From an optimization exercise on the open Yosys and OpenROAD flow, aimed at small area, a short achievable clock period and few clock cycles per item; shortcuts taken in it are not production practice.
Only simulation tests tie the RTL to the original design; equivalence was not proved.
Power figures rest on the tool's default switching activity, not on a simulated workload.

**flow/flow/run.sh**
```bash
#!/bin/bash
# The standard layout: the standard.sh runs every ORFS step from
# synthesis to finish (its output is in standard.log, each tool's own log in
# orfs/logs/). Two settings differ from the defaults:
#  - the buffer ORFS puts on every input and output port is buf_1, the
#    smallest buffer, instead of clkdlybuf4s50_1;
#  - clock tree synthesis uses clkbuf_8 below a clkbuf_16 root and inserts
#    no dummy loads.
set -euo pipefail
export BUFFER_PORTS_ARGS="-buffer_cell sky130_fd_sc_hd__buf_1"
export CTS_ARGS="-sink_clustering_enable -repair_clock_nets -dont_use_dummy_load -buf_list sky130_fd_sc_hd__clkbuf_8 -root_buf sky130_fd_sc_hd__clkbuf_16"
bash standard.sh > standard.log 2>&1
```
**flow/standard.sh**
```bash
#!/bin/bash
# synth_recipe.tcl (not shown) runs the flow's synth.tcl, then flattens the netlist and writes it again
# the make line also repeats each setting of config.mk as NAME=value (left out here)
make -C /OpenROAD-flow-scripts/flow DESIGN_CONFIG=/design/flow/config.mk WORK_HOME=/design/flow/orfs CLKGATE_MAP_FILE= SYNTH_SCRIPT=/design/flow/synth_recipe.tcl "${@:-finish}"
```
**flow/config.mk**
```make
export PLATFORM = sky130hd
export DESIGN_NAME = si4464_rf_encoder
export DESIGN_NICKNAME = si4464_rf_encoder
export VERILOG_FILES = /design/flow/design.v
export SDC_FILE = /design/flow/constraint.sdc
export NUM_CORES = 4
export LEC_CHECK = 0
export CAP_MARGIN = 20
export CORE_MARGIN = 2
export CORE_UTILIZATION = 40
export GPL_ROUTABILITY_DRIVEN = 0
export GPL_TIMING_DRIVEN = 0
export PLACE_DENSITY = 0.6
export SLEW_MARGIN = 20
export SYNTH_HIERARCHICAL = 1
```
**flow/constraint.sdc**
```tcl
create_clock -name core_clock -period 70.0 [get_ports {clk}]
set_input_delay 14.0000 -clock core_clock [delete_from_list [all_inputs] [get_ports {clk}]]
set_output_delay 14.0000 -clock core_clock [all_outputs]
set_load 0.01 [all_outputs]
```
**flow/design.v**
```verilog
module si4464_rf_encoder #(
    parameter [31:0] FREQ_MIN_HZ    = 32'd400000000,
    parameter [31:0] FREQ_MAX_HZ    = 32'd406000000,
    parameter [31:0] BAND_MID_HZ    = 32'd403000000,
    parameter [7:0]  INT_LOW        = 8'd61,
    parameter [7:0]  INT_HIGH       = 8'd62,
    parameter [31:0] REF_DIVISOR_HZ = 32'd6500000,
    parameter [31:0] XTAL_FREQ_HZ   = 32'd26000000
) (
    input  wire        clk,
    input  wire        rst,         
    input  wire        in_valid,
    output wire        in_ready,
    input  wire [63:0] in_word,     
    input  wire [31:0] in_rb,       
    output reg         out_valid,
    input  wire        out_ready,
    output wire [3:0]  out_status,  
    output wire [2:0]  out_len,     
    output wire [39:0] out_data     
);
    wire [7:0]  opc     = in_word[63:56];
    wire        is_freq = (opc == 8'h11);
    wire        is_dr   = (opc == 8'h12) && (in_word[55:16] == 40'd0);
    wire [31:0] freq_hz = in_word[31:0];
    wire        hi_ok   = (freq_hz[31:28] == 4'd1) &&
                          (freq_hz[27] ? (freq_hz[26:22] == 5'd0) : (freq_hz[26:22] == 5'd31));
    wire [1:0]  osr_sel  = in_rb[27:26];
    wire [25:0] nco_mode = in_rb[25:0];
    wire        q_nz = (nco_mode >= 26'd26000000);     
    wire        q2   = (nco_mode >= 26'd52000000);     
    reg  [1:0]  t_in;
    always @(*) begin
        case (osr_sel)
            2'd1:    t_in = q2 ? 2'd3 : 2'd2;
            2'd2:    t_in = q2 ? 2'd2 : 2'd1;
            default: t_in = q2 ? 2'd1 : 2'd0;
        endcase
    end
    wire [23:0] adj_in = opc[1] ? {21'd0, q_nz, t_in} : in_word[55:32];
    reg         s1_valid;
    reg         s1_freq, s1_dr, s1_hi;
    reg  [21:0] s1_x;
    reg         s1_f27;
    reg  [23:0] s1_adj;
    wire [21:0] x   = s1_x;
    wire [21:0] xn  = ~x;
    wire        f27 = s1_f27;
    wire        s1_band = s1_hi && (s1_f27 ? (s1_x <= 22'd3346816) : (s1_x >= 22'd1541120));
    wire        low = !s1_f27 || (s1_x < 22'd346816);
    wire [23:0] adj = s1_adj;
    wire [15:0] bps   = s1_x[15:0];
    wire [1:0]  t     = s1_adj[1:0];
    wire [18:0] bps_t = {3'd0, bps} << t;
    wire [20:0] dr_a  = {bps_t, 2'b00};
    wire [18:0] dr_b  = bps_t;
    wire        sel_d = s1_dr && s1_adj[2];
    wire        sel_f = !s1_dr;
    wire ha0_s, ha0_c;
    si4464_ha u_ha0 (.a(x[19]), .b(x[17]), .s(ha0_s), .co(ha0_c));
    wire ha1_s, ha1_c;
    si4464_ha u_ha1 (.a(x[20]), .b(x[18]), .s(ha1_s), .co(ha1_c));
    wire ha2_s, ha2_c;
    si4464_ha u_ha2 (.a(x[21]), .b(x[19]), .s(ha2_s), .co(ha2_c));
    wire ha3_s, ha3_c;
    si4464_ha u_ha3 (.a(x[20]), .b(x[16]), .s(ha3_s), .co(ha3_c));
    wire ha4_s, ha4_c;
    si4464_ha u_ha4 (.a(x[21]), .b(x[16]), .s(ha4_s), .co(ha4_c));
    wire ha5_s, ha5_c;
    si4464_ha u_ha5 (.a(x[17]), .b(x[11]), .s(ha5_s), .co(ha5_c));
    wire ha6_s, ha6_c;
    si4464_ha u_ha6 (.a(x[19]), .b(x[13]), .s(ha6_s), .co(ha6_c));
    wire fa0_s, fa0_c;
    si4464_fa u_fa0 (.a(x[16]), .b(x[13]), .c(x[10]), .s(fa0_s), .co(fa0_c));
    wire fa1_s, fa1_c;
    si4464_fa u_fa1 (.a(x[17]), .b(x[14]), .c(x[11]), .s(fa1_s), .co(fa1_c));
    wire ha7_s, ha7_c;
    si4464_ha u_ha7 (.a(x[9]), .b(x[5]), .s(ha7_s), .co(ha7_c));
    wire fa2_s, fa2_c;
    si4464_fa u_fa2 (.a(x[18]), .b(x[15]), .c(x[12]), .s(fa2_s), .co(fa2_c));
    wire fa3_s, fa3_c;
    si4464_fa u_fa3 (.a(x[10]), .b(x[6]), .c(x[1]), .s(fa3_s), .co(fa3_c));
    wire ha8_s, ha8_c;
    assign ha8_s = !xn[4];
    assign ha8_c = xn[4];
    wire fa4_s, fa4_c;
    si4464_fa u_fa4 (.a(x[19]), .b(x[16]), .c(x[13]), .s(fa4_s), .co(fa4_c));
    wire fa5_s, fa5_c;
    si4464_fa u_fa5 (.a(x[11]), .b(x[7]), .c(x[2]), .s(fa5_s), .co(fa5_c));
    wire fa6_s, fa6_c;
    si4464_fa u_fa6 (.a(x[20]), .b(x[17]), .c(x[14]), .s(fa6_s), .co(fa6_c));
    wire fa7_s, fa7_c;
    si4464_fa u_fa7 (.a(x[12]), .b(x[8]), .c(x[3]), .s(fa7_s), .co(fa7_c));
    wire fa8_s, fa8_c;
    si4464_fa u_fa8 (.a(x[21]), .b(x[18]), .c(x[15]), .s(fa8_s), .co(fa8_c));
    wire fa9_s, fa9_c;
    si4464_fa u_fa9 (.a(x[13]), .b(x[9]), .c(x[4]), .s(fa9_s), .co(fa9_c));
    wire fa10_s, fa10_c;
    si4464_fa u_fa10 (.a(x[19]), .b(x[16]), .c(x[14]), .s(fa10_s), .co(fa10_c));
    wire fa11_s, fa11_c;
    si4464_fa u_fa11 (.a(x[10]), .b(x[5]), .c(f27), .s(fa11_s), .co(fa11_c));
    wire fa12_s, fa12_c;
    si4464_fa u_fa12 (.a(x[20]), .b(x[17]), .c(x[15]), .s(fa12_s), .co(fa12_c));
    wire fa13_s, fa13_c;
    si4464_fa u_fa13 (.a(x[11]), .b(x[6]), .c(x[0]), .s(fa13_s), .co(fa13_c));
    wire ha9_s, ha9_c;
    assign ha9_s = !xn[9];
    assign ha9_c = xn[9];
    wire fa14_s, fa14_c;
    si4464_fa u_fa14 (.a(x[21]), .b(x[18]), .c(x[16]), .s(fa14_s), .co(fa14_c));
    wire fa15_s, fa15_c;
    si4464_fa u_fa15 (.a(x[12]), .b(x[7]), .c(x[1]), .s(fa15_s), .co(fa15_c));
    wire fa16_s, fa16_c;
    assign fa16_s = !(xn[10] ^ xn[3]);
    assign fa16_c = xn[10] | xn[3];
    wire fa17_s, fa17_c;
    si4464_fa u_fa17 (.a(x[13]), .b(x[8]), .c(x[2]), .s(fa17_s), .co(fa17_c));
    wire fa18_s, fa18_c;
    assign fa18_s = !(x[0] ^ f27);
    assign fa18_c = x[0] | f27;
    wire fa19_s, fa19_c;
    si4464_fa u_fa19 (.a(xn[11]), .b(xn[4]), .c(ha0_s), .s(fa19_s), .co(fa19_c));
    wire fa20_s, fa20_c;
    si4464_fa u_fa20 (.a(x[14]), .b(x[9]), .c(x[3]), .s(fa20_s), .co(fa20_c));
    wire fa21_s, fa21_c;
    assign fa21_s = !(x[1] ^ xn[12]);
    assign fa21_c = x[1] | xn[12];
    wire fa22_s, fa22_c;
    si4464_fa u_fa22 (.a(xn[5]), .b(ha1_s), .c(ha0_c), .s(fa22_s), .co(fa22_c));
    wire fa23_s, fa23_c;
    si4464_fa u_fa23 (.a(x[15]), .b(x[10]), .c(x[4]), .s(fa23_s), .co(fa23_c));
    wire fa24_s, fa24_c;
    si4464_fa u_fa24 (.a(x[2]), .b(x[0]), .c(xn[13]), .s(fa24_s), .co(fa24_c));
    wire fa25_s, fa25_c;
    si4464_fa u_fa25 (.a(xn[6]), .b(ha2_s), .c(ha1_c), .s(fa25_s), .co(fa25_c));
    wire fa26_s, fa26_c;
    si4464_fa u_fa26 (.a(x[11]), .b(x[5]), .c(x[3]), .s(fa26_s), .co(fa26_c));
    wire fa27_s, fa27_c;
    si4464_fa u_fa27 (.a(x[1]), .b(f27), .c(xn[14]), .s(fa27_s), .co(fa27_c));
    wire fa28_s, fa28_c;
    si4464_fa u_fa28 (.a(xn[7]), .b(ha3_s), .c(ha2_c), .s(fa28_s), .co(fa28_c));
    wire fa29_s, fa29_c;
    si4464_fa u_fa29 (.a(x[21]), .b(x[17]), .c(x[12]), .s(fa29_s), .co(fa29_c));
    wire fa30_s, fa30_c;
    si4464_fa u_fa30 (.a(x[6]), .b(x[4]), .c(x[2]), .s(fa30_s), .co(fa30_c));
    wire fa31_s, fa31_c;
    si4464_fa u_fa31 (.a(xn[15]), .b(xn[8]), .c(ha3_c), .s(fa31_s), .co(fa31_c));
    wire fa32_s, fa32_c;
    si4464_fa u_fa32 (.a(x[18]), .b(x[13]), .c(x[7]), .s(fa32_s), .co(fa32_c));
    wire fa33_s, fa33_c;
    si4464_fa u_fa33 (.a(x[5]), .b(x[3]), .c(x[0]), .s(fa33_s), .co(fa33_c));
    wire fa34_s, fa34_c;
    si4464_fa u_fa34 (.a(f27), .b(xn[16]), .c(xn[9]), .s(fa34_s), .co(fa34_c));
    wire fa35_s, fa35_c;
    si4464_fa u_fa35 (.a(x[19]), .b(x[14]), .c(x[8]), .s(fa35_s), .co(fa35_c));
    wire fa36_s, fa36_c;
    si4464_fa u_fa36 (.a(x[6]), .b(x[4]), .c(x[1]), .s(fa36_s), .co(fa36_c));
    wire fa37_s, fa37_c;
    assign fa37_s = !(xn[17] ^ xn[10]);
    assign fa37_c = xn[17] | xn[10];
    wire fa38_s, fa38_c;
    si4464_fa u_fa38 (.a(x[20]), .b(x[15]), .c(x[9]), .s(fa38_s), .co(fa38_c));
    wire fa39_s, fa39_c;
    si4464_fa u_fa39 (.a(x[7]), .b(x[5]), .c(x[2]), .s(fa39_s), .co(fa39_c));
    wire fa40_s, fa40_c;
    si4464_fa u_fa40 (.a(x[0]), .b(xn[18]), .c(xn[11]), .s(fa40_s), .co(fa40_c));
    wire fa41_s, fa41_c;
    si4464_fa u_fa41 (.a(x[10]), .b(x[8]), .c(x[6]), .s(fa41_s), .co(fa41_c));
    wire fa42_s, fa42_c;
    assign fa42_s = !(x[3] ^ x[1]);
    assign fa42_c = x[3] | x[1];
    wire fa43_s, fa43_c;
    si4464_fa u_fa43 (.a(xn[19]), .b(xn[12]), .c(ha4_s), .s(fa43_s), .co(fa43_c));
    wire fa44_s, fa44_c;
    si4464_fa u_fa44 (.a(x[9]), .b(x[7]), .c(x[4]), .s(fa44_s), .co(fa44_c));
    wire fa45_s, fa45_c;
    si4464_fa u_fa45 (.a(x[2]), .b(f27), .c(xn[20]), .s(fa45_s), .co(fa45_c));
    wire fa46_s, fa46_c;
    si4464_fa u_fa46 (.a(xn[13]), .b(ha5_s), .c(ha4_c), .s(fa46_s), .co(fa46_c));
    wire fa47_s, fa47_c;
    si4464_fa u_fa47 (.a(x[18]), .b(x[12]), .c(x[10]), .s(fa47_s), .co(fa47_c));
    wire fa48_s, fa48_c;
    si4464_fa u_fa48 (.a(x[8]), .b(x[5]), .c(x[3]), .s(fa48_s), .co(fa48_c));
    wire fa49_s, fa49_c;
    si4464_fa u_fa49 (.a(xn[21]), .b(xn[14]), .c(ha5_c), .s(fa49_s), .co(fa49_c));
    wire fa50_s, fa50_c;
    si4464_fa u_fa50 (.a(x[11]), .b(x[9]), .c(x[6]), .s(fa50_s), .co(fa50_c));
    wire fa51_s, fa51_c;
    si4464_fa u_fa51 (.a(x[4]), .b(!f27), .c(adj[0]), .s(fa51_s), .co(fa51_c));
    wire fa52_s, fa52_c;
    assign fa52_s = !(xn[15] ^ ha6_s);
    assign fa52_c = xn[15] | ha6_s;
    wire fa53_s, fa53_c;
    si4464_fa u_fa53 (.a(x[20]), .b(x[14]), .c(x[12]), .s(fa53_s), .co(fa53_c));
    wire fa54_s, fa54_c;
    si4464_fa u_fa54 (.a(x[10]), .b(x[7]), .c(x[5]), .s(fa54_s), .co(fa54_c));
    wire fa55_s, fa55_c;
    si4464_fa u_fa55 (.a(adj[1]), .b(xn[16]), .c(ha6_c), .s(fa55_s), .co(fa55_c));
    wire fa56_s, fa56_c;
    si4464_fa u_fa56 (.a(x[21]), .b(x[15]), .c(x[13]), .s(fa56_s), .co(fa56_c));
    wire fa57_s, fa57_c;
    si4464_fa u_fa57 (.a(x[11]), .b(x[8]), .c(x[6]), .s(fa57_s), .co(fa57_c));
    wire ha10_s, ha10_c;
    si4464_ha u_ha10 (.a(adj[2]), .b(xn[17]), .s(ha10_s), .co(ha10_c));
    wire fa58_s, fa58_c;
    si4464_fa u_fa58 (.a(x[16]), .b(x[14]), .c(x[12]), .s(fa58_s), .co(fa58_c));
    wire fa59_s, fa59_c;
    si4464_fa u_fa59 (.a(x[9]), .b(x[7]), .c(f27), .s(fa59_s), .co(fa59_c));
    wire ha11_s, ha11_c;
    si4464_ha u_ha11 (.a(adj[3]), .b(xn[18]), .s(ha11_s), .co(ha11_c));
    wire fa60_s, fa60_c;
    si4464_fa u_fa60 (.a(x[17]), .b(x[15]), .c(x[13]), .s(fa60_s), .co(fa60_c));
    wire fa61_s, fa61_c;
    si4464_fa u_fa61 (.a(x[10]), .b(x[8]), .c(adj[4]), .s(fa61_s), .co(fa61_c));
    wire ha12_s, ha12_c;
    assign ha12_s = !xn[19];
    assign ha12_c = xn[19];
    wire fa62_s, fa62_c;
    si4464_fa u_fa62 (.a(x[18]), .b(x[16]), .c(x[14]), .s(fa62_s), .co(fa62_c));
    wire fa63_s, fa63_c;
    si4464_fa u_fa63 (.a(x[11]), .b(x[9]), .c(adj[5]), .s(fa63_s), .co(fa63_c));
    wire ha13_s, ha13_c;
    assign ha13_s = !xn[20];
    assign ha13_c = xn[20];
    wire fa64_s, fa64_c;
    si4464_fa u_fa64 (.a(x[19]), .b(x[17]), .c(x[15]), .s(fa64_s), .co(fa64_c));
    wire fa65_s, fa65_c;
    si4464_fa u_fa65 (.a(x[12]), .b(x[10]), .c(adj[6]), .s(fa65_s), .co(fa65_c));
    wire fa66_s, fa66_c;
    si4464_fa u_fa66 (.a(x[20]), .b(x[18]), .c(x[16]), .s(fa66_s), .co(fa66_c));
    wire ha14_s, ha14_c;
    si4464_ha u_ha14 (.a(x[13]), .b(x[11]), .s(ha14_s), .co(ha14_c));
    wire fa67_s, fa67_c;
    si4464_fa u_fa67 (.a(x[21]), .b(x[19]), .c(x[17]), .s(fa67_s), .co(fa67_c));
    wire ha15_s, ha15_c;
    si4464_ha u_ha15 (.a(x[20]), .b(x[18]), .s(ha15_s), .co(ha15_c));
    wire fa68_s, fa68_c;
    si4464_fa u_fa68 (.a(x[8]), .b(x[4]), .c(!f27), .s(fa68_s), .co(fa68_c));
    wire fa69_s, fa69_c;
    assign fa69_s = !(x[0] ^ xn[3]);
    assign fa69_c = x[0] | xn[3];
    wire ha16_s, ha16_c;
    si4464_ha u_ha16 (.a(ha7_s), .b(fa0_c), .s(ha16_s), .co(ha16_c));
    wire fa70_s, fa70_c;
    si4464_fa u_fa70 (.a(ha8_s), .b(ha7_c), .c(fa1_c), .s(fa70_s), .co(fa70_c));
    wire fa71_s, fa71_c;
    si4464_fa u_fa71 (.a(fa2_s), .b(fa3_s), .c(!low), .s(fa71_s), .co(fa71_c));
    wire fa72_s, fa72_c;
    si4464_fa u_fa72 (.a(xn[5]), .b(ha8_c), .c(fa2_c), .s(fa72_s), .co(fa72_c));
    wire fa73_s, fa73_c;
    si4464_fa u_fa73 (.a(fa3_c), .b(fa4_s), .c(fa5_s), .s(fa73_s), .co(fa73_c));
    wire fa74_s, fa74_c;
    assign fa74_s = !(xn[6] ^ fa4_c);
    assign fa74_c = xn[6] | fa4_c;
    wire fa75_s, fa75_c;
    si4464_fa u_fa75 (.a(fa5_c), .b(fa6_s), .c(fa7_s), .s(fa75_s), .co(fa75_c));
    wire fa76_s, fa76_c;
    si4464_fa u_fa76 (.a(xn[7]), .b(xn[0]), .c(fa6_c), .s(fa76_s), .co(fa76_c));
    wire fa77_s, fa77_c;
    si4464_fa u_fa77 (.a(fa7_c), .b(fa8_s), .c(fa9_s), .s(fa77_s), .co(fa77_c));
    wire fa78_s, fa78_c;
    si4464_fa u_fa78 (.a(xn[8]), .b(xn[1]), .c(fa8_c), .s(fa78_s), .co(fa78_c));
    wire fa79_s, fa79_c;
    si4464_fa u_fa79 (.a(fa9_c), .b(fa10_s), .c(fa11_s), .s(fa79_s), .co(fa79_c));
    wire fa80_s, fa80_c;
    si4464_fa u_fa80 (.a(xn[2]), .b(ha9_s), .c(fa10_c), .s(fa80_s), .co(fa80_c));
    wire fa81_s, fa81_c;
    si4464_fa u_fa81 (.a(fa11_c), .b(fa12_s), .c(fa13_s), .s(fa81_s), .co(fa81_c));
    wire fa82_s, fa82_c;
    si4464_fa u_fa82 (.a(ha9_c), .b(fa16_s), .c(fa12_c), .s(fa82_s), .co(fa82_c));
    wire fa83_s, fa83_c;
    si4464_fa u_fa83 (.a(fa13_c), .b(fa14_s), .c(fa15_s), .s(fa83_s), .co(fa83_c));
    wire fa84_s, fa84_c;
    si4464_fa u_fa84 (.a(fa18_s), .b(fa16_c), .c(fa14_c), .s(fa84_s), .co(fa84_c));
    wire fa85_s, fa85_c;
    si4464_fa u_fa85 (.a(fa15_c), .b(fa17_s), .c(fa19_s), .s(fa85_s), .co(fa85_c));
    wire fa86_s, fa86_c;
    si4464_fa u_fa86 (.a(fa18_c), .b(fa21_s), .c(fa17_c), .s(fa86_s), .co(fa86_c));
    wire fa87_s, fa87_c;
    si4464_fa u_fa87 (.a(fa20_s), .b(fa19_c), .c(fa22_s), .s(fa87_s), .co(fa87_c));
    wire fa88_s, fa88_c;
    si4464_fa u_fa88 (.a(fa21_c), .b(fa20_c), .c(fa23_s), .s(fa88_s), .co(fa88_c));
    wire fa89_s, fa89_c;
    si4464_fa u_fa89 (.a(fa24_s), .b(fa22_c), .c(fa25_s), .s(fa89_s), .co(fa89_c));
    wire fa90_s, fa90_c;
    si4464_fa u_fa90 (.a(fa23_c), .b(fa26_s), .c(fa24_c), .s(fa90_s), .co(fa90_c));
    wire fa91_s, fa91_c;
    si4464_fa u_fa91 (.a(fa27_s), .b(fa25_c), .c(fa28_s), .s(fa91_s), .co(fa91_c));
    wire fa92_s, fa92_c;
    si4464_fa u_fa92 (.a(fa26_c), .b(fa29_s), .c(fa30_s), .s(fa92_s), .co(fa92_c));
    wire fa93_s, fa93_c;
    si4464_fa u_fa93 (.a(fa27_c), .b(fa28_c), .c(fa31_s), .s(fa93_s), .co(fa93_c));
    wire fa94_s, fa94_c;
    si4464_fa u_fa94 (.a(fa29_c), .b(fa30_c), .c(fa32_s), .s(fa94_s), .co(fa94_c));
    wire fa95_s, fa95_c;
    si4464_fa u_fa95 (.a(fa33_s), .b(fa34_s), .c(fa31_c), .s(fa95_s), .co(fa95_c));
    wire fa96_s, fa96_c;
    si4464_fa u_fa96 (.a(fa37_s), .b(fa32_c), .c(fa33_c), .s(fa96_s), .co(fa96_c));
    wire fa97_s, fa97_c;
    si4464_fa u_fa97 (.a(fa35_s), .b(fa36_s), .c(fa34_c), .s(fa97_s), .co(fa97_c));
    wire fa98_s, fa98_c;
    si4464_fa u_fa98 (.a(fa37_c), .b(fa35_c), .c(fa36_c), .s(fa98_s), .co(fa98_c));
    wire fa99_s, fa99_c;
    si4464_fa u_fa99 (.a(fa38_s), .b(fa39_s), .c(fa40_s), .s(fa99_s), .co(fa99_c));
    wire fa100_s, fa100_c;
    si4464_fa u_fa100 (.a(fa42_s), .b(fa38_c), .c(fa39_c), .s(fa100_s), .co(fa100_c));
    wire fa101_s, fa101_c;
    si4464_fa u_fa101 (.a(fa41_s), .b(fa40_c), .c(fa43_s), .s(fa101_s), .co(fa101_c));
    wire fa102_s, fa102_c;
    si4464_fa u_fa102 (.a(fa42_c), .b(fa41_c), .c(fa44_s), .s(fa102_s), .co(fa102_c));
    wire fa103_s, fa103_c;
    si4464_fa u_fa103 (.a(fa45_s), .b(fa43_c), .c(fa46_s), .s(fa103_s), .co(fa103_c));
    wire fa104_s, fa104_c;
    si4464_fa u_fa104 (.a(fa44_c), .b(fa47_s), .c(fa48_s), .s(fa104_s), .co(fa104_c));
    wire fa105_s, fa105_c;
    si4464_fa u_fa105 (.a(fa45_c), .b(fa46_c), .c(fa49_s), .s(fa105_s), .co(fa105_c));
    wire fa106_s, fa106_c;
    si4464_fa u_fa106 (.a(fa47_c), .b(fa48_c), .c(fa50_s), .s(fa106_s), .co(fa106_c));
    wire fa107_s, fa107_c;
    si4464_fa u_fa107 (.a(fa51_s), .b(fa52_s), .c(fa49_c), .s(fa107_s), .co(fa107_c));
    wire fa108_s, fa108_c;
    si4464_fa u_fa108 (.a(fa50_c), .b(fa51_c), .c(fa53_s), .s(fa108_s), .co(fa108_c));
    wire fa109_s, fa109_c;
    si4464_fa u_fa109 (.a(fa54_s), .b(fa52_c), .c(fa55_s), .s(fa109_s), .co(fa109_c));
    wire fa110_s, fa110_c;
    si4464_fa u_fa110 (.a(ha10_s), .b(fa53_c), .c(fa54_c), .s(fa110_s), .co(fa110_c));
    wire fa111_s, fa111_c;
    si4464_fa u_fa111 (.a(fa56_s), .b(fa57_s), .c(fa55_c), .s(fa111_s), .co(fa111_c));
    wire fa112_s, fa112_c;
    si4464_fa u_fa112 (.a(ha11_s), .b(ha10_c), .c(fa56_c), .s(fa112_s), .co(fa112_c));
    wire fa113_s, fa113_c;
    si4464_fa u_fa113 (.a(fa57_c), .b(fa58_s), .c(fa59_s), .s(fa113_s), .co(fa113_c));
    wire fa114_s, fa114_c;
    si4464_fa u_fa114 (.a(ha12_s), .b(ha11_c), .c(fa58_c), .s(fa114_s), .co(fa114_c));
    wire fa115_s, fa115_c;
    si4464_fa u_fa115 (.a(fa59_c), .b(fa60_s), .c(fa61_s), .s(fa115_s), .co(fa115_c));
    wire fa116_s, fa116_c;
    si4464_fa u_fa116 (.a(ha12_c), .b(ha13_s), .c(fa60_c), .s(fa116_s), .co(fa116_c));
    wire fa117_s, fa117_c;
    si4464_fa u_fa117 (.a(fa61_c), .b(fa62_s), .c(fa63_s), .s(fa117_s), .co(fa117_c));
    wire fa118_s, fa118_c;
    si4464_fa u_fa118 (.a(xn[21]), .b(ha13_c), .c(fa62_c), .s(fa118_s), .co(fa118_c));
    wire fa119_s, fa119_c;
    si4464_fa u_fa119 (.a(fa63_c), .b(fa64_s), .c(fa65_s), .s(fa119_s), .co(fa119_c));
    wire fa120_s, fa120_c;
    si4464_fa u_fa120 (.a(!f27), .b(adj[7]), .c(ha14_s), .s(fa120_s), .co(fa120_c));
    wire fa121_s, fa121_c;
    si4464_fa u_fa121 (.a(fa64_c), .b(fa65_c), .c(fa66_s), .s(fa121_s), .co(fa121_c));
    wire fa122_s, fa122_c;
    si4464_fa u_fa122 (.a(x[14]), .b(x[12]), .c(adj[8]), .s(fa122_s), .co(fa122_c));
    wire fa123_s, fa123_c;
    si4464_fa u_fa123 (.a(ha14_c), .b(fa66_c), .c(fa67_s), .s(fa123_s), .co(fa123_c));
    wire fa124_s, fa124_c;
    si4464_fa u_fa124 (.a(x[15]), .b(x[13]), .c(f27), .s(fa124_s), .co(fa124_c));
    wire fa125_s, fa125_c;
    si4464_fa u_fa125 (.a(adj[9]), .b(ha15_s), .c(fa67_c), .s(fa125_s), .co(fa125_c));
    wire fa126_s, fa126_c;
    si4464_fa u_fa126 (.a(x[21]), .b(x[19]), .c(x[16]), .s(fa126_s), .co(fa126_c));
    wire fa127_s, fa127_c;
    si4464_fa u_fa127 (.a(x[14]), .b(adj[10]), .c(ha15_c), .s(fa127_s), .co(fa127_c));
    wire fa128_s, fa128_c;
    si4464_fa u_fa128 (.a(x[20]), .b(x[17]), .c(x[15]), .s(fa128_s), .co(fa128_c));
    wire fa129_s, fa129_c;
    assign fa129_s = !(f27 ^ adj[11]);
    assign fa129_c = f27 | adj[11];
    wire fa130_s, fa130_c;
    si4464_fa u_fa130 (.a(x[21]), .b(x[18]), .c(x[16]), .s(fa130_s), .co(fa130_c));
    wire fa131_s, fa131_c;
    si4464_fa u_fa131 (.a(x[19]), .b(x[17]), .c(f27), .s(fa131_s), .co(fa131_c));
    wire ha17_s, ha17_c;
    si4464_ha u_ha17 (.a(x[20]), .b(x[18]), .s(ha17_s), .co(ha17_c));
    wire ha18_s, ha18_c;
    assign ha18_s = !xn[2];
    assign ha18_c = xn[2];
    wire fa132_s, fa132_c;
    si4464_fa u_fa132 (.a(fa69_s), .b(fa68_c), .c(fa1_s), .s(fa132_s), .co(fa132_c));
    wire fa133_s, fa133_c;
    si4464_fa u_fa133 (.a(fa69_c), .b(ha16_c), .c(fa70_s), .s(fa133_s), .co(fa133_c));
    wire fa134_s, fa134_c;
    si4464_fa u_fa134 (.a(fa70_c), .b(fa72_s), .c(fa73_s), .s(fa134_s), .co(fa134_c));
    wire fa135_s, fa135_c;
    si4464_fa u_fa135 (.a(fa74_s), .b(fa72_c), .c(fa73_c), .s(fa135_s), .co(fa135_c));
    wire fa136_s, fa136_c;
    si4464_fa u_fa136 (.a(fa74_c), .b(fa76_s), .c(fa75_c), .s(fa136_s), .co(fa136_c));
    wire fa137_s, fa137_c;
    si4464_fa u_fa137 (.a(fa76_c), .b(fa78_s), .c(fa77_c), .s(fa137_s), .co(fa137_c));
    wire fa138_s, fa138_c;
    si4464_fa u_fa138 (.a(fa78_c), .b(fa80_s), .c(fa79_c), .s(fa138_s), .co(fa138_c));
    wire fa139_s, fa139_c;
    si4464_fa u_fa139 (.a(fa80_c), .b(fa82_s), .c(fa81_c), .s(fa139_s), .co(fa139_c));
    wire fa140_s, fa140_c;
    si4464_fa u_fa140 (.a(fa82_c), .b(fa84_s), .c(fa83_c), .s(fa140_s), .co(fa140_c));
    wire fa141_s, fa141_c;
    si4464_fa u_fa141 (.a(fa84_c), .b(fa86_s), .c(fa85_c), .s(fa141_s), .co(fa141_c));
    wire fa142_s, fa142_c;
    si4464_fa u_fa142 (.a(fa86_c), .b(fa88_s), .c(fa87_c), .s(fa142_s), .co(fa142_c));
    wire fa143_s, fa143_c;
    si4464_fa u_fa143 (.a(fa88_c), .b(fa90_s), .c(fa89_c), .s(fa143_s), .co(fa143_c));
    wire fa144_s, fa144_c;
    si4464_fa u_fa144 (.a(fa92_s), .b(fa90_c), .c(fa91_c), .s(fa144_s), .co(fa144_c));
    wire fa145_s, fa145_c;
    si4464_fa u_fa145 (.a(fa92_c), .b(fa94_s), .c(fa95_s), .s(fa145_s), .co(fa145_c));
    wire fa146_s, fa146_c;
    si4464_fa u_fa146 (.a(fa96_s), .b(fa94_c), .c(fa97_s), .s(fa146_s), .co(fa146_c));
    wire fa147_s, fa147_c;
    si4464_fa u_fa147 (.a(fa96_c), .b(fa98_s), .c(fa97_c), .s(fa147_s), .co(fa147_c));
    wire fa148_s, fa148_c;
    si4464_fa u_fa148 (.a(fa98_c), .b(fa100_s), .c(fa99_c), .s(fa148_s), .co(fa148_c));
    wire fa149_s, fa149_c;
    si4464_fa u_fa149 (.a(fa100_c), .b(fa102_s), .c(fa101_c), .s(fa149_s), .co(fa149_c));
    wire fa150_s, fa150_c;
    si4464_fa u_fa150 (.a(fa102_c), .b(fa104_s), .c(fa103_c), .s(fa150_s), .co(fa150_c));
    wire fa151_s, fa151_c;
    si4464_fa u_fa151 (.a(fa104_c), .b(fa106_s), .c(fa107_s), .s(fa151_s), .co(fa151_c));
    wire fa152_s, fa152_c;
    si4464_fa u_fa152 (.a(fa106_c), .b(fa108_s), .c(fa107_c), .s(fa152_s), .co(fa152_c));
    wire fa153_s, fa153_c;
    si4464_fa u_fa153 (.a(fa110_s), .b(fa108_c), .c(fa111_s), .s(fa153_s), .co(fa153_c));
    wire fa154_s, fa154_c;
    si4464_fa u_fa154 (.a(fa110_c), .b(fa112_s), .c(fa113_s), .s(fa154_s), .co(fa154_c));
    wire fa155_s, fa155_c;
    si4464_fa u_fa155 (.a(fa112_c), .b(fa114_s), .c(fa113_c), .s(fa155_s), .co(fa155_c));
    wire fa156_s, fa156_c;
    si4464_fa u_fa156 (.a(fa114_c), .b(fa116_s), .c(fa115_c), .s(fa156_s), .co(fa156_c));
    wire fa157_s, fa157_c;
    si4464_fa u_fa157 (.a(fa116_c), .b(fa118_s), .c(fa117_c), .s(fa157_s), .co(fa157_c));
    wire fa158_s, fa158_c;
    si4464_fa u_fa158 (.a(fa120_s), .b(fa118_c), .c(fa119_c), .s(fa158_s), .co(fa158_c));
    wire fa159_s, fa159_c;
    si4464_fa u_fa159 (.a(fa122_s), .b(fa120_c), .c(fa121_c), .s(fa159_s), .co(fa159_c));
    wire fa160_s, fa160_c;
    si4464_fa u_fa160 (.a(fa122_c), .b(fa124_s), .c(fa125_s), .s(fa160_s), .co(fa160_c));
    wire fa161_s, fa161_c;
    si4464_fa u_fa161 (.a(fa124_c), .b(fa126_s), .c(fa127_s), .s(fa161_s), .co(fa161_c));
    wire fa162_s, fa162_c;
    si4464_fa u_fa162 (.a(fa129_s), .b(fa126_c), .c(fa128_s), .s(fa162_s), .co(fa162_c));
    wire fa163_s, fa163_c;
    si4464_fa u_fa163 (.a(adj[12]), .b(fa129_c), .c(fa128_c), .s(fa163_s), .co(fa163_c));
    wire fa164_s, fa164_c;
    assign fa164_s = !(adj[13] ^ fa130_c);
    assign fa164_c = adj[13] | fa130_c;
    wire fa165_s, fa165_c;
    assign fa165_s = !(adj[14] ^ ha17_s);
    assign fa165_c = adj[14] | ha17_s;
    wire fa166_s, fa166_c;
    si4464_fa u_fa166 (.a(x[21]), .b(x[19]), .c(adj[15]), .s(fa166_s), .co(fa166_c));
    wire ha19_s, ha19_c;
    si4464_ha u_ha19 (.a(x[20]), .b(f27), .s(ha19_s), .co(ha19_c));
    wire ha20_s, ha20_c;
    si4464_ha u_ha20 (.a(x[21]), .b(adj[17]), .s(ha20_s), .co(ha20_c));
    wire ha21_s, ha21_c;
    si4464_ha u_ha21 (.a(ha18_s), .b(fa68_s), .s(ha21_s), .co(ha21_c));
    wire fa167_s, fa167_c;
    si4464_fa u_fa167 (.a(ha18_c), .b(ha16_s), .c(fa132_s), .s(fa167_s), .co(fa167_c));
    wire fa168_s, fa168_c;
    si4464_fa u_fa168 (.a(fa132_c), .b(fa71_s), .c(fa133_s), .s(fa168_s), .co(fa168_c));
    wire fa169_s, fa169_c;
    si4464_fa u_fa169 (.a(fa71_c), .b(fa133_c), .c(fa134_s), .s(fa169_s), .co(fa169_c));
    wire fa170_s, fa170_c;
    si4464_fa u_fa170 (.a(fa75_s), .b(fa135_s), .c(fa134_c), .s(fa170_s), .co(fa170_c));
    wire fa171_s, fa171_c;
    si4464_fa u_fa171 (.a(fa77_s), .b(fa135_c), .c(fa136_s), .s(fa171_s), .co(fa171_c));
    wire fa172_s, fa172_c;
    si4464_fa u_fa172 (.a(fa79_s), .b(fa136_c), .c(fa137_s), .s(fa172_s), .co(fa172_c));
    wire fa173_s, fa173_c;
    si4464_fa u_fa173 (.a(fa81_s), .b(fa137_c), .c(fa138_s), .s(fa173_s), .co(fa173_c));
    wire fa174_s, fa174_c;
    si4464_fa u_fa174 (.a(fa83_s), .b(fa138_c), .c(fa139_s), .s(fa174_s), .co(fa174_c));
    wire fa175_s, fa175_c;
    si4464_fa u_fa175 (.a(fa85_s), .b(fa139_c), .c(fa140_s), .s(fa175_s), .co(fa175_c));
    wire fa176_s, fa176_c;
    si4464_fa u_fa176 (.a(fa87_s), .b(fa140_c), .c(fa141_s), .s(fa176_s), .co(fa176_c));
    wire fa177_s, fa177_c;
    si4464_fa u_fa177 (.a(fa89_s), .b(fa141_c), .c(fa142_s), .s(fa177_s), .co(fa177_c));
    wire fa178_s, fa178_c;
    si4464_fa u_fa178 (.a(fa91_s), .b(fa142_c), .c(fa143_s), .s(fa178_s), .co(fa178_c));
    wire fa179_s, fa179_c;
    si4464_fa u_fa179 (.a(fa93_s), .b(fa143_c), .c(fa144_s), .s(fa179_s), .co(fa179_c));
    wire fa180_s, fa180_c;
    si4464_fa u_fa180 (.a(fa93_c), .b(fa144_c), .c(fa145_s), .s(fa180_s), .co(fa180_c));
    wire fa181_s, fa181_c;
    si4464_fa u_fa181 (.a(fa95_c), .b(fa146_s), .c(fa145_c), .s(fa181_s), .co(fa181_c));
    wire fa182_s, fa182_c;
    si4464_fa u_fa182 (.a(fa99_s), .b(fa147_s), .c(fa146_c), .s(fa182_s), .co(fa182_c));
    wire fa183_s, fa183_c;
    si4464_fa u_fa183 (.a(fa101_s), .b(fa147_c), .c(fa148_s), .s(fa183_s), .co(fa183_c));
    wire fa184_s, fa184_c;
    si4464_fa u_fa184 (.a(fa103_s), .b(fa148_c), .c(fa149_s), .s(fa184_s), .co(fa184_c));
    wire fa185_s, fa185_c;
    si4464_fa u_fa185 (.a(fa105_s), .b(fa149_c), .c(fa150_s), .s(fa185_s), .co(fa185_c));
    wire fa186_s, fa186_c;
    si4464_fa u_fa186 (.a(fa105_c), .b(fa150_c), .c(fa151_s), .s(fa186_s), .co(fa186_c));
    wire fa187_s, fa187_c;
    si4464_fa u_fa187 (.a(fa109_s), .b(fa152_s), .c(fa151_c), .s(fa187_s), .co(fa187_c));
    wire fa188_s, fa188_c;
    si4464_fa u_fa188 (.a(fa109_c), .b(fa152_c), .c(fa153_s), .s(fa188_s), .co(fa188_c));
    wire fa189_s, fa189_c;
    si4464_fa u_fa189 (.a(fa111_c), .b(fa154_s), .c(fa153_c), .s(fa189_s), .co(fa189_c));
    wire fa190_s, fa190_c;
    si4464_fa u_fa190 (.a(fa115_s), .b(fa155_s), .c(fa154_c), .s(fa190_s), .co(fa190_c));
    wire fa191_s, fa191_c;
    si4464_fa u_fa191 (.a(fa117_s), .b(fa155_c), .c(fa156_s), .s(fa191_s), .co(fa191_c));
    wire fa192_s, fa192_c;
    si4464_fa u_fa192 (.a(fa119_s), .b(fa156_c), .c(fa157_s), .s(fa192_s), .co(fa192_c));
    wire fa193_s, fa193_c;
    si4464_fa u_fa193 (.a(fa121_s), .b(fa157_c), .c(fa158_s), .s(fa193_s), .co(fa193_c));
    wire fa194_s, fa194_c;
    si4464_fa u_fa194 (.a(fa123_s), .b(fa158_c), .c(fa159_s), .s(fa194_s), .co(fa194_c));
    wire fa195_s, fa195_c;
    si4464_fa u_fa195 (.a(fa123_c), .b(fa159_c), .c(fa160_s), .s(fa195_s), .co(fa195_c));
    wire fa196_s, fa196_c;
    si4464_fa u_fa196 (.a(fa125_c), .b(fa161_s), .c(fa160_c), .s(fa196_s), .co(fa196_c));
    wire fa197_s, fa197_c;
    si4464_fa u_fa197 (.a(fa127_c), .b(fa162_s), .c(fa161_c), .s(fa197_s), .co(fa197_c));
    wire fa198_s, fa198_c;
    si4464_fa u_fa198 (.a(fa130_s), .b(fa163_s), .c(fa162_c), .s(fa198_s), .co(fa198_c));
    wire fa199_s, fa199_c;
    si4464_fa u_fa199 (.a(fa131_s), .b(fa164_s), .c(fa163_c), .s(fa199_s), .co(fa199_c));
    wire fa200_s, fa200_c;
    si4464_fa u_fa200 (.a(fa131_c), .b(fa165_s), .c(fa164_c), .s(fa200_s), .co(fa200_c));
    wire fa201_s, fa201_c;
    si4464_fa u_fa201 (.a(ha17_c), .b(fa166_s), .c(fa165_c), .s(fa201_s), .co(fa201_c));
    wire fa202_s, fa202_c;
    si4464_fa u_fa202 (.a(adj[16]), .b(ha19_s), .c(fa166_c), .s(fa202_s), .co(fa202_c));
    wire fa203_s, fa203_c;
    assign fa203_s = !(ha20_s ^ ha19_c);
    assign fa203_c = ha20_s | ha19_c;
    wire fa204_s, fa204_c;
    si4464_fa u_fa204 (.a(f27), .b(adj[18]), .c(ha20_c), .s(fa204_s), .co(fa204_c));
    wire fa205_s, fa205_c;
    assign fa205_s = !(adj[19] ^ low);
    assign fa205_c = adj[19] | low;
    wire ha22_s, ha22_c;
    assign ha22_s = !adj[20];
    assign ha22_c = adj[20];
    wire ha23_s, ha23_c;
    assign ha23_s = !adj[21];
    assign ha23_c = adj[21];
    wire ha24_s, ha24_c;
    assign ha24_s = !adj[22];
    assign ha24_c = adj[22];
    wire g0 = ha21_s & fa0_s;
    wire p0 = ha21_s | fa0_s;
    wire g1 = fa167_s & ha21_c;
    wire p1 = fa167_s | ha21_c;
    wire g2 = fa168_s & fa167_c;
    wire p2 = fa168_s | fa167_c;
    wire g3 = fa169_s & fa168_c;
    wire p3 = fa169_s | fa168_c;
    wire g4 = fa170_s & fa169_c;
    wire p4 = fa170_s | fa169_c;
    wire g5 = fa171_s & fa170_c;
    wire p5 = fa171_s | fa170_c;
    wire g6 = fa172_s & fa171_c;
    wire p6 = fa172_s | fa171_c;
    wire g7 = fa173_s & fa172_c;
    wire p7 = fa173_s | fa172_c;
    wire g8 = fa174_s & fa173_c;
    wire p8 = fa174_s | fa173_c;
    wire g9 = fa175_s & fa174_c;
    wire p9 = fa175_s | fa174_c;
    wire g10 = fa176_s & fa175_c;
    wire p10 = fa176_s | fa175_c;
    wire g11 = fa177_s & fa176_c;
    wire p11 = fa177_s | fa176_c;
    wire g12 = fa178_s & fa177_c;
    wire p12 = fa178_s | fa177_c;
    wire g13 = fa179_s & fa178_c;
    wire p13 = fa179_s | fa178_c;
    wire g14 = fa180_s & fa179_c;
    wire p14 = fa180_s | fa179_c;
    wire g15 = fa181_s & fa180_c;
    wire p15 = fa181_s | fa180_c;
    wire g16 = fa182_s & fa181_c;
    wire p16 = fa182_s | fa181_c;
    wire g17 = fa183_s & fa182_c;
    wire p17 = fa183_s | fa182_c;
    wire g18 = fa184_s & fa183_c;
    wire p18 = fa184_s | fa183_c;
    wire g19 = fa185_s & fa184_c;
    wire p19 = fa185_s | fa184_c;
    wire a20 = (sel_f & fa186_s) | (sel_d & dr_a[0]);
    wire b20 = (sel_f & fa185_c) | (sel_d & dr_b[0]);
    wire a21 = (sel_f & fa187_s) | (sel_d & dr_a[1]);
    wire b21 = (sel_f & fa186_c) | (sel_d & dr_b[1]);
    wire a22 = (sel_f & fa188_s) | (sel_d & dr_a[2]);
    wire b22 = (sel_f & fa187_c) | (sel_d & dr_b[2]);
    wire a23 = (sel_f & fa189_s) | (sel_d & dr_a[3]);
    wire b23 = (sel_f & fa188_c) | (sel_d & dr_b[3]);
    wire a24 = (sel_f & fa190_s) | (sel_d & dr_a[4]);
    wire b24 = (sel_f & fa189_c) | (sel_d & dr_b[4]);
    wire a25 = (sel_f & fa191_s) | (sel_d & dr_a[5]);
    wire b25 = (sel_f & fa190_c) | (sel_d & dr_b[5]);
    wire a26 = (sel_f & fa192_s) | (sel_d & dr_a[6]);
    wire b26 = (sel_f & fa191_c) | (sel_d & dr_b[6]);
    wire a27 = (sel_f & fa193_s) | (sel_d & dr_a[7]);
    wire b27 = (sel_f & fa192_c) | (sel_d & dr_b[7]);
    wire a28 = (sel_f & fa194_s) | (sel_d & dr_a[8]);
    wire b28 = (sel_f & fa193_c) | (sel_d & dr_b[8]);
    wire a29 = (sel_f & fa195_s) | (sel_d & dr_a[9]);
    wire b29 = (sel_f & fa194_c) | (sel_d & dr_b[9]);
    wire a30 = (sel_f & fa196_s) | (sel_d & dr_a[10]);
    wire b30 = (sel_f & fa195_c) | (sel_d & dr_b[10]);
    wire a31 = (sel_f & fa197_s) | (sel_d & dr_a[11]);
    wire b31 = (sel_f & fa196_c) | (sel_d & dr_b[11]);
    wire a32 = (sel_f & fa198_s) | (sel_d & dr_a[12]);
    wire b32 = (sel_f & fa197_c) | (sel_d & dr_b[12]);
    wire a33 = (sel_f & fa199_s) | (sel_d & dr_a[13]);
    wire b33 = (sel_f & fa198_c) | (sel_d & dr_b[13]);
    wire a34 = (sel_f & fa200_s) | (sel_d & dr_a[14]);
    wire b34 = (sel_f & fa199_c) | (sel_d & dr_b[14]);
    wire a35 = (sel_f & fa201_s) | (sel_d & dr_a[15]);
    wire b35 = (sel_f & fa200_c) | (sel_d & dr_b[15]);
    wire a36 = (sel_f & fa202_s) | (sel_d & dr_a[16]);
    wire b36 = (sel_f & fa201_c) | (sel_d & dr_b[16]);
    wire a37 = (sel_f & fa203_s) | (sel_d & dr_a[17]);
    wire b37 = (sel_f & fa202_c) | (sel_d & dr_b[17]);
    wire a38 = (sel_f & fa204_s) | (sel_d & dr_a[18]);
    wire b38 = (sel_f & fa203_c) | (sel_d & dr_b[18]);
    wire a39 = (sel_f & fa205_s) | (sel_d & dr_a[19]);
    wire b39 = (sel_f & fa204_c) | (sel_d & 1'b0);
    wire a40 = (sel_f & ha22_s) | (sel_d & dr_a[20]);
    wire b40 = (sel_f & fa205_c) | (sel_d & 1'b0);
    wire a41 = (sel_f & ha23_s) | (sel_d & 1'b0);
    wire b41 = (sel_f & ha22_c) | (sel_d & 1'b0);
    wire a42 = ha24_s;
    wire b42 = ha23_c;
    wire a43 = !adj[23];
    wire b43 = ha24_c;
    wire a44 = 1'b1;
    wire b44 = 1'b0;
    wire m0_g = g1 | (p1 & g0);
    wire m1_g = g2 | (p2 & m0_g);
    wire m2_g = g4 | (p4 & g3);
    wire m2_p = p4 & p3;
    wire m3_g = m2_g | (m2_p & m1_g);
    wire m4_g = g6 | (p6 & g5);
    wire m4_p = p6 & p5;
    wire m5_g = g7 | (p7 & m4_g);
    wire m5_p = p7 & m4_p;
    wire m6_g = g9 | (p9 & g8);
    wire m6_p = p9 & p8;
    wire m7_g = m6_g | (m6_p & m5_g);
    wire m7_p = m6_p & m5_p;
    wire m8_g = m7_g | (m7_p & m3_g);
    wire m9_g = g11 | (p11 & g10);
    wire m9_p = p11 & p10;
    wire m10_g = g12 | (p12 & m9_g);
    wire m10_p = p12 & m9_p;
    wire m11_g = g14 | (p14 & g13);
    wire m11_p = p14 & p13;
    wire m12_g = m11_g | (m11_p & m10_g);
    wire m12_p = m11_p & m10_p;
    wire m13_g = g16 | (p16 & g15);
    wire m13_p = p16 & p15;
    wire m14_g = g17 | (p17 & m13_g);
    wire m14_p = p17 & m13_p;
    wire m15_g = g19 | (p19 & g18);
    wire m15_p = p19 & p18;
    wire m16_g = m15_g | (m15_p & m14_g);
    wire m16_p = m15_p & m14_p;
    wire m17_g = m16_g | (m16_p & m12_g);
    wire m17_p = m16_p & m12_p;
    wire m18_g = m17_g | (m17_p & m8_g);
    wire c20 = sel_f & m18_g;
    wire s20, c21;
    si4464_fa u_r20 (.a(a20), .b(b20), .c(c20), .s(s20), .co(c21));
    wire s21, c22;
    si4464_fa u_r21 (.a(a21), .b(b21), .c(c21), .s(s21), .co(c22));
    wire s22, c23;
    si4464_fa u_r22 (.a(a22), .b(b22), .c(c22), .s(s22), .co(c23));
    wire s23, c24;
    si4464_fa u_r23 (.a(a23), .b(b23), .c(c23), .s(s23), .co(c24));
    wire s24, c25;
    si4464_fa u_r24 (.a(a24), .b(b24), .c(c24), .s(s24), .co(c25));
    wire s25, c26;
    si4464_fa u_r25 (.a(a25), .b(b25), .c(c25), .s(s25), .co(c26));
    wire s26, c27;
    si4464_fa u_r26 (.a(a26), .b(b26), .c(c26), .s(s26), .co(c27));
    wire s27, c28;
    si4464_fa u_r27 (.a(a27), .b(b27), .c(c27), .s(s27), .co(c28));
    wire s28, c29;
    si4464_fa u_r28 (.a(a28), .b(b28), .c(c28), .s(s28), .co(c29));
    wire s29, c30;
    si4464_fa u_r29 (.a(a29), .b(b29), .c(c29), .s(s29), .co(c30));
    wire s30, c31;
    si4464_fa u_r30 (.a(a30), .b(b30), .c(c30), .s(s30), .co(c31));
    wire s31, c32;
    si4464_fa u_r31 (.a(a31), .b(b31), .c(c31), .s(s31), .co(c32));
    wire s32, c33;
    si4464_fa u_r32 (.a(a32), .b(b32), .c(c32), .s(s32), .co(c33));
    wire s33, c34;
    si4464_fa u_r33 (.a(a33), .b(b33), .c(c33), .s(s33), .co(c34));
    wire s34, c35;
    si4464_fa u_r34 (.a(a34), .b(b34), .c(c34), .s(s34), .co(c35));
    wire s35, c36;
    si4464_fa u_r35 (.a(a35), .b(b35), .c(c35), .s(s35), .co(c36));
    wire s36, c37;
    si4464_fa u_r36 (.a(a36), .b(b36), .c(c36), .s(s36), .co(c37));
    wire s37, c38;
    si4464_fa u_r37 (.a(a37), .b(b37), .c(c37), .s(s37), .co(c38));
    wire s38, c39;
    si4464_fa u_r38 (.a(a38), .b(b38), .c(c38), .s(s38), .co(c39));
    wire s39, c40;
    si4464_fa u_r39 (.a(a39), .b(b39), .c(c39), .s(s39), .co(c40));
    wire s40, c41;
    si4464_fa u_r40 (.a(a40), .b(b40), .c(c40), .s(s40), .co(c41));
    wire s41, c42;
    si4464_fa u_r41 (.a(a41), .b(b41), .c(c41), .s(s41), .co(c42));
    wire s42, c43;
    si4464_fa u_r42 (.a(a42), .b(b42), .c(c42), .s(s42), .co(c43));
    wire s43, c44;
    si4464_fa u_r43 (.a(a43), .b(b43), .c(c43), .s(s43), .co(c44));
    wire s44 = a44 ^ b44 ^ c44;
    wire [24:0] sum = {s44, s43, s42, s41, s40, s39, s38, s37, s36, s35, s34, s33, s32, s31, s30, s29, s28, s27, s26, s25, s24, s23, s22, s21, s20};
    wire        f_ok = s1_freq && s1_band && !sum[24];
    wire [1:0]  res_kind = f_ok ? 2'd0 : s1_dr ? 2'd1 : s1_freq ? 2'd2 : 2'd3;
    wire [26:0] res = {res_kind, !low, sum[23:0]};
    reg [26:0] h, k;
    reg        h_fok, h_nfok, h_dok, h_ndok, h_ok, h_fbad, h_ill;
    reg        k_valid, in_rdy;
    assign in_ready = in_rdy;
    wire take   = out_valid && out_ready;
    wire accept = in_valid && in_rdy;
    wire full   = out_valid && k_valid;
    wire move   = s1_valid && !full;        
    wire s1_en  = !(s1_valid && full);      
    wire h_en   = !out_valid || take;
    wire s1_valid_nx = s1_en ? accept : 1'b1;
    wire out_valid_nx = h_en ? (k_valid || move) : 1'b1;
    wire k_valid_nx = k_valid ? !take : (move && out_valid && !take);
    always @(posedge clk) begin
        if (rst) begin
            s1_valid  <= 1'b0;
            out_valid <= 1'b0;
            k_valid   <= 1'b0;
            in_rdy    <= 1'b1;
        end else begin
            s1_valid  <= s1_valid_nx;
            out_valid <= out_valid_nx;
            k_valid   <= k_valid_nx;
            in_rdy    <= !(s1_valid_nx && out_valid_nx && k_valid_nx);
        end
    end
    always @(posedge clk) begin
        if (s1_en) begin
            s1_freq <= is_freq;
            s1_dr   <= is_dr;
            s1_hi   <= hi_ok;
            s1_x    <= freq_hz[21:0];
            s1_f27  <= freq_hz[27];
            s1_adj  <= adj_in;
        end
    end
    wire [26:0] h_src  = k_valid ? k : res;
    wire [1:0]  h_kind = h_src[26:25];
    always @(posedge clk) begin
        if (!k_valid) k <= res;
        if (h_en) begin
            h      <= h_src;
            h_fok  <= (h_kind == 2'd0);
            h_nfok <= (h_kind != 2'd0);
            h_dok  <= (h_kind == 2'd1);
            h_ndok <= (h_kind != 2'd1);
            h_ok   <= !h_kind[1];
            h_fbad <= (h_kind == 2'd2);
            h_ill  <= (h_kind == 2'd3);
        end
    end
    wire        r_nhi  = h[24];
    wire [23:0] v      = h[23:0];
    assign out_status = {h_ill, h_ill, h_fbad, !h_ok};
    assign out_len    = {h_fok, h_dok, h_ok};
    assign out_data[39:32] = {1'b0, h_dok && v[21], h_fok || (h_dok && v[20]),
                              h_fok || (h_dok && v[19]), h_fok || (h_dok && v[18]),
                              h_fok || (h_dok && v[17]), h_dok && v[16],
                              (h_fok && r_nhi) || (h_dok && v[15])};
    assign out_data[31:24] = h_dok ? v[14:7] : 8'd0;
    assign out_data[23:16] = (h_fok ? v[23:16] : 8'd0) | (!h_ndok ? {v[6:0], 1'b0} : 8'd0);
    assign out_data[15:0]  = !h_nfok ? v[15:0] : 16'd0;
endmodule
module si4464_fa (input wire a, input wire b, input wire c,
                  output wire s, output wire co);
    assign s  = a ^ b ^ c;
    assign co = (a & b) | (a & c) | (b & c);
endmodule
module si4464_ha (input wire a, input wire b, output wire s, output wire co);
    assign s  = a ^ b;
    assign co = a & b;
endmodule
```
==> results of run 1 <==
==> worst max path at each step <==
stage | endpoint | slack [ns] | cells after the start
global route | h_ndok$_DFFE_PP_ | 54.15 | 39
detailed placement | s1_adj[1]$_DFFE_PN_ | 54.33 | 7
finish | out_data[28] | 54.45 | 3
CTS | out_data[28] | 54.43 | 3
global placement | h[0]$_DFFE_PP_ | 54.35 | 2
floorplan | s1_adj[1]$_DFFE_PN_ | 54.68 | 6
==> cells by family after synthesis <==
kind of cell             Yosys count
adder cells (fa/ha/maj)          250
AO/OA/AOI/OAI                    143
buffers and inverters            135
other                              1
multiplexers                      37
AND/OR/NAND/NOR                  140
flip-flops                       113
==> per-stage QoR <==
step / hold slack (ns) / area (um2) / cells
after floorplan: 0.4225 / 10470 / 819
after global placement: 0.4430 / 11400 / 1290
after detailed placement: 0.4452 / 11470 / 1293
after CTS: 0.4673 / 11710 / 1310
after global routing: 0.4877 / 11760 / 1313
final: 0.4694 / 11760 / 1313
==> placed cells by master (no fill, tap or decap), drive strengths merged, types with 7 or more instances in the layout <==
cell type  Yosys  layout
edfxtp        82      82
dfxtp         31      31
nor3           7       7
mux2          24      24
o22a          15      15
a21oi         16      16
nor4          11      11
nand2         21      21
ha            32      32
inv          106     106
and2          13      13
mux2i         13      13
o21ai         56      56
nand3          7       7
nor2          25      25
buf           13     154
nor2b         36      36
fa           217     217
clkbuf        16      33
a31oi          7       7
o22ai          8       8
==> routing by layer <==
metal | share of wire | wire (um)
met4 | 0.018 | 460
met5 | 0 | 0
met2 | 0.46 | 12010
met1 | 0.46 | 11850
met3 | 0.059 | 1511
==> modules after synthesis, one instance, submodules excluded <==
module / cells inside / area [um2] / flops+latches / copies in the design
si4464_fa: 1 / 20.02 / 0 / 217
si4464_ha: 1 / 12.51 / 0 / 17
si4464_rf_encoder: 585 / 5914 / 113 / 1
==> sequential cells by signal, indices dropped and copies added, names as in the netlist, 22 cells and up <==
name,cells
h,25
k,27
s1_x,22
s1_adj,24
==> worst reg2reg max path, delay by kind of cell (launching register included) <==
family / cells / cell delay, ns
fa+ha+maj: 28 / 11.43
compound gates: 7 / 1.77
flops: 1 / 0.89
buf+inv: 2 / 0.62
simple gates: 2 / 0.18
==> area by class of cell <==
cell class / instances / area (um2)
tap: 335 / 419.2
multi-input combinational: 571 / 6868
timing repair buffer: 142 / 605.6
inverter: 106 / 397.9
fill: 2371 / 14150
clock buffer: 17 / 245.2
buffer: 29 / 138.9
sequential: 113 / 3083
==> power groups by stage <==
stage               clock (uW)  sequential (uW)  combinational [uW]
finish                    45.8              112                 237
CTS                       47.8              113                 237
detailed placement           0              114                 235
floorplan                    0              109                 167
global placement             0              113                 230
global route              50.2              114                 269
==> results.txt, run 1 <==
----------------------------------------------------
[Worst setup path]
  Maximum cell stage delay along the critical path ... 0.52 ns
  Critical register-to-register path startpoint ... s1_f27$_DFFE_PN_
  Worst reg2reg endpoint ... h_ndok$_DFFE_PP_
  Number of cells traversed by the worst register-to-register path ... 39
  Cell at the slowest stage of the critical path ... edfxtp_1
  CP Class ... register to output port
  Crit path arrival time ... 1.55 ns
  Largest fanout of any net on the critical path ... 10
  CP delay by family, top ... flip-flops
  Critical path data required time ... 56.00 ns
  Cell-by-cell trace of the critical path ... clkbuf_1 -> and2_1 -> buf_1
  Critical path startpoint ... h_dok$_DFFE_PP_
  Buffers & Inverters on Critical Path ... 2
  Crit path capture type ... output port
  Setup crit start kind ... register
  R2R setup slack ... 54.85 ns

[Placement]
  PortBufs ... 136
  Detailed placer's ending HPWL ... 20.31 mm
  Pre-CTS setup slack ... 54.33 ns

[Power and ir drop]
  Switching power ... 158.7 uW
  Total power ... 394.8 uW
  Areal power density over the cells ... 33.58 nW/um2
  Power Internal ... 236.2 uW
  Clock network fraction of total power ... 0.116
  Sw Ratio ... 0.4019
  Worst vdd ir ... 0.02003 mV
  Leakage power figure ... 0.004567 uW
  Reg power frac ... 0.283
  Combinational cell fraction of total power ... 0.601

[STA]
  Highest achievable clock rate ... 0.06433 GHz
  Setup Viol. Count Final ... 0
  Slew Viols, Final ... 0
  Final worst setup slack ... 54.45 ns
  Final Skew ... 0.02650 ns
  Transition at the pin with the smallest max-transition slack ... 1.115 ns
  Setup Total Neg Slack ... 0 ns
  Unrepaired setup endpoints after global routing ... no
  Min cycle time layout ... 15.55 ns
  Headroom to the max-slew limit ... 0.2567
  Count of endpoints failing hold in the final timing report ... 0
  Post-route fraction of the period consumed by the critical path ... 0.2221

[Logic synthesis]
  Top area cells in the synthesized netlist ... fa_1 (41%), edfxtp_1 (24%), dfxtp_1 (5.9%)
  Share of the synthesized area in compound gates (AO/OA/AOI/OAI) ... 0.08878
  Fraction of synthesized cell area taken by the top area cell type ... 0.4149
  Warnings from Yosys ... 7
  Combinational family with the most area after synthesis ... adder cells
  Gate count after technology mapping ... 819
  Cell with the most instances after synthesis ... fa_1
  Adder-cell share of the synthesized area ... 0.4541
  Post-synth EDFFs ... 82
  Ys flop type ... edfxtp_1
  Netlist area before placement ... 10,470 um2
  Portion of the post-synthesis area used by sequential elements ... 0.2944
  Cell taking the most area after synthesis ... fa_1
  Multiplexer share of the synthesized area ... 0.03824
  Ys async rst share ... 0
  Average instance area after synthesis ... 12.79 um2
  Register bit total from synthesis ... 113
  Synthesized Nets ... 1,168
  XOR/XNOR Fraction of Synth Area ... 0
  Synth top cells by count ... fa_1 (217), inv_1 (106), edfxtp_1 (82), o21ai_0 (55), nor2b_1 (36)
  Fraction of the mapped netlist area in simple logic gates ... 0.07289
  Number of distinct standard cells referenced by the synthesized netlist ... 56

[Global route]
  Remaining Overflow, GRT ... 0
  Peak-usage layer in the global routing report ... met2
  Via count of the first global-routing pass ... 7,317
  Maximum number of pins on one net before global-route repair ... 47
  All-layer global routing usage ... 0.1959
  GR Util met1 ... 0.2771
  Met2 Usage GRT ... 0.3083
  Met3 track utilization from global routing ... 0.03980
  Global-route wire length before repair ... 41.14 mm
  Antenna violations before repair ... 0

[Hold path]
  Hold Path Class ... register to register
  Hold endpoint ... k[16]$_DFF_P_
  Count of cells along the worst hold path ... 1
  Worst hold start ... k[16]$_DFF_P_

[Clock tree]
  CTS tree ... built
  Maximum buffer depth of the clock tree ... 2
  Clock sinks ... 113
  Master cell of the clock root buffer ... clkbuf_16
  Number of gates resized after CTS ... 0
  Post-CTS Hold Fix Bufs ... 0
  Inserted Clock Buffers ... 17
  Clock-pin slew of the registers on the worst-case setup and hold paths ... 0.06 ns
  Post-CTS Setup Repair Bufs ... 0
  Worst skew pair latency ... 0.37 ns
  Depth of the CTS H-tree ... 4

[Routing]
  Vias per cell ... 5.207
  Via count of the routed design ... 6,837
  Drt first-iter violations ... 421
  Total detailed-routing wirelength ... 25.82 mm
  Number of optimization iterations in the first detailed-route pass ... 5
  Post-route DRC ... 0
  Post-detailed-route count of antenna-violating nets ... 0
  Detailed-route wire length per cell ... 19.67 um

[Die]
  Number of cell rows ... 59
  Number of placed I/O pins ... 149
  Area of the placeable core ... 25,910 um2
  Overall die area ... 27,490 um2
  Die extent in y ... 165.8 um
  Horizontal extent of the die ... 165.8 um
  Initial core utilization ... 0.4041

[Run status]
  Outcome ... finished clean

[Finish]
  # diodes ... 0
  Synthesis-to-finish area growth ... 12.28%
  Fraction of layout cells with a size suffix above 1 ... 0.07055
  Final-stage net count ... 1,329
  Fin util ... 0.4538

[Job]
  Max Cap Violations ... 0

----------------------------------------------------
Testbench counts, summed over its fixed seeds: cycles 16,016, items 16,000.
==> inputs of run 2 (changes only) <==
--- a/flow/config.mk
+++ b/flow/config.mk
@@ -8,7 +8,6 @@
 export CAP_MARGIN = 20
 export CORE_MARGIN = 2
 export CORE_UTILIZATION = 40
-export GPL_ROUTABILITY_DRIVEN = 0
 export GPL_TIMING_DRIVEN = 0
 export PLACE_DENSITY = 0.6
 export SLEW_MARGIN = 20
==> run 2 against run 1 <==
  * Still clean on timing, DRC and antenna
  * Sequential power hardly changed
  * Non-clock buffer count did not move
  * Cell count is the same
  * Area after synthesis unchanged
  * Global-route usage is the same
  * Register-to-register slack is essentially flat
  * Setup slack is the same
  * Synthesized cell count is the same
  * Critical endpoint unchanged
==> results.txt, run 2 <==
----------------------------------------------------
[Routing]
  Via count of the routed design ... 6,837
  Post-route DRC ... 0
  Number of optimization iterations in the first detailed-route pass ... 5
  Vias per cell ... 5.207
  Total detailed-routing wirelength ... 25.82 mm
  Detailed-route wire length per cell ... 19.67 um
  Drt first-iter violations ... 421
  Post-detailed-route count of antenna-violating nets ... 0

[Worst setup path]
  Setup crit start kind ... register
  Crit path arrival time ... 1.55 ns
  Critical path data required time ... 56.00 ns
  R2R setup slack ... 54.85 ns
  Largest fanout of any net on the critical path ... 10
  Crit path capture type ... output port

[Finish]
  Flip-flop count of the largest register, all copies and words added ... 27
  Most used cells in the layout excluding fill and tap cells ... fa_1 (217), buf_1 (139), inv_1 (106)
  Leading registers by flop count ... k x27, h x25, s1_adj x24
  Synthesis-to-finish area growth ... 12.28%
  Most common cell after layout, fill and taps aside ... fa_1
  Fin util ... 0.4538
  Final-stage net count ... 1,329

[Logic synthesis]
  Synth top cells by count ... fa_1 (217), inv_1 (106), edfxtp_1 (82), o21ai_0 (55), nor2b_1 (36)
  Ys async rst share ... 0
  Cell taking the most area after synthesis ... fa_1
  Number of distinct standard cells referenced by the synthesized netlist ... 56
  Top area cells in the synthesized netlist ... fa_1 (41%), edfxtp_1 (24%), dfxtp_1 (5.9%)
  Cell with the most instances after synthesis ... fa_1
  Gate count after technology mapping ... 819
  Register bit total from synthesis ... 113
  Netlist area before placement ... 10,470 um2
  Synthesized Nets ... 1,168
  Post-synth EDFFs ... 82
  Fraction of synthesized cell area taken by the top area cell type ... 0.4149
  Ys flop type ... edfxtp_1

[Power and ir drop]
  Worst vdd ir ... 0.02003 mV
  Areal power density over the cells ... 33.58 nW/um2
  Leakage power figure ... 0.004567 uW
  Combinational cell fraction of total power ... 0.601
  Sw Ratio ... 0.4019
  Power Internal ... 236.2 uW
  Clock network fraction of total power ... 0.116
  Reg power frac ... 0.283

[Global route]
  Antenna violations before repair ... 0
  Remaining Overflow, GRT ... 0
  Via count of the first global-routing pass ... 7,317
  Maximum number of pins on one net before global-route repair ... 47
  All-layer global routing usage ... 0.1959
  Global-route wire length before repair ... 41.14 mm

[STA]
  Highest achievable clock rate ... 0.06433 GHz
  Unrepaired setup endpoints after global routing ... no
  Headroom to the max-slew limit ... 0.2567
  Min cycle time layout ... 15.55 ns
  Count of endpoints failing hold in the final timing report ... 0
  Final hold slack ... 0.4694 ns
  Final Skew ... 0.02650 ns
  Transition at the pin with the smallest max-transition slack ... 1.115 ns
  Setup Viol. Count Final ... 0

[Die]
  Horizontal extent of the die ... 165.8 um
  Number of placed I/O pins ... 149
  Overall die area ... 27,490 um2
  Area of the placeable core ... 25,910 um2

[Run status]
  Outcome ... finished clean

[Job]
  Max Cap Violations ... 0

[Clock tree]
  Maximum buffer depth of the clock tree ... 2
  Master cell of the clock root buffer ... clkbuf_16
  Inserted Clock Buffers ... 17
  Worst skew pair latency ... 0.37 ns
  Clock sinks ... 113
  Post-CTS Hold Fix Bufs ... 0
  Depth of the CTS H-tree ... 4

[Placement]
  Detailed placer's ending HPWL ... 20.31 mm

----------------------------------------------------
-- run 2: cell counts in the layout (fill, tap and decap cells not counted) --
No cell type changed its count.
-- run 2: final cells by class --
cell class | instances | area, um2
buffer | 29 | 138.9
timing repair buffer | 142 | 605.6
inverter | 106 | 397.9
clock buffer | 17 | 245.2
sequential | 113 | 3083
multi-input combinational | 571 | 6868
tap | 335 | 419.2
fill | 2371 | 14150
-- run 2: metrics by stage --
stage,setup slack (ns),cells,instance area [um2]
2_1_floorplan,54.68,819,10470
3_3_place_gp,54.35,1290,11400
3_5_place_dp,54.33,1293,11470
4_1_cts,54.43,1310,11710
5_1_grt,54.15,1313,11760
6_report,54.45,1313,11760
-- run 2: Yosys stat by module (local to each module, per instance) --
module,flops+latches,cells,cell area (um2)
si4464_fa,0,1,20.02
si4464_ha,0,1,12.51
si4464_rf_encoder,113,585,5914
-- run 2: final timing paths --
path | start | end | cells after the start
min reg2reg | k[16]$_DFF_P_ | k[16]$_DFF_P_ | 1
max reg2reg | s1_f27$_DFFE_PN_ | h_ndok$_DFFE_PP_ | 39
min | k[16]$_DFF_P_ | k[16]$_DFF_P_ | 1
max | h_dok$_DFFE_PP_ | out_data[28] | 3
-- run 2: power groups by stage --
| stage | sequential (uW) | clock [uW] | combinational (uW) |
|---|---|---|---|
| finish | 112 | 45.8 | 237 |
| global route | 114 | 50.2 | 269 |
| CTS | 113 | 47.8 | 237 |
| detailed placement | 114 | 0 | 235 |
| global placement | 113 | 0 | 230 |
| floorplan | 109 | 0 | 167 |
-- run 2: cells by family (layout without fill, tap and decap cells) --
family / count (synthesis) / after routing / synth area share
adders and majority gates: 250 / 250 / 0.4541
AOI/OAI and AO/OA: 143 / 143 / 0.08878
and+or+nand+nor: 140 / 140 / 0.07289
buffers and inverters: 135 / 294 / 0.05126
DFF: 113 / 113 / 0.2944
muxes: 37 / 37 / 0.03824
other: 1 / 1 / 0.0003581
-- run 2: metal layers --
metal | track usage | routed length (um)
met3 | 0.03980 | 1511
met2 | 0.3083 | 12010
met4 | 0.05784 | 460
met5 | 0 | 0
met1 | 0.2771 | 11850
-- run 2: worst max-delay path, cell delays in order, from the launching register on --
cell      delay [ns]
edfxtp_1        0.52
clkbuf_1        0.33
and2_1          0.19
buf_1           0.15

Check on run 2: ideal ports give 54.454 ns setup slack; a clkbuf_16 on the clock port and buf_2 on the inputs give 54.408 ns; moving port delays by the midpoint clock arrival (0.400 ns) as well gives 54.326 ns.
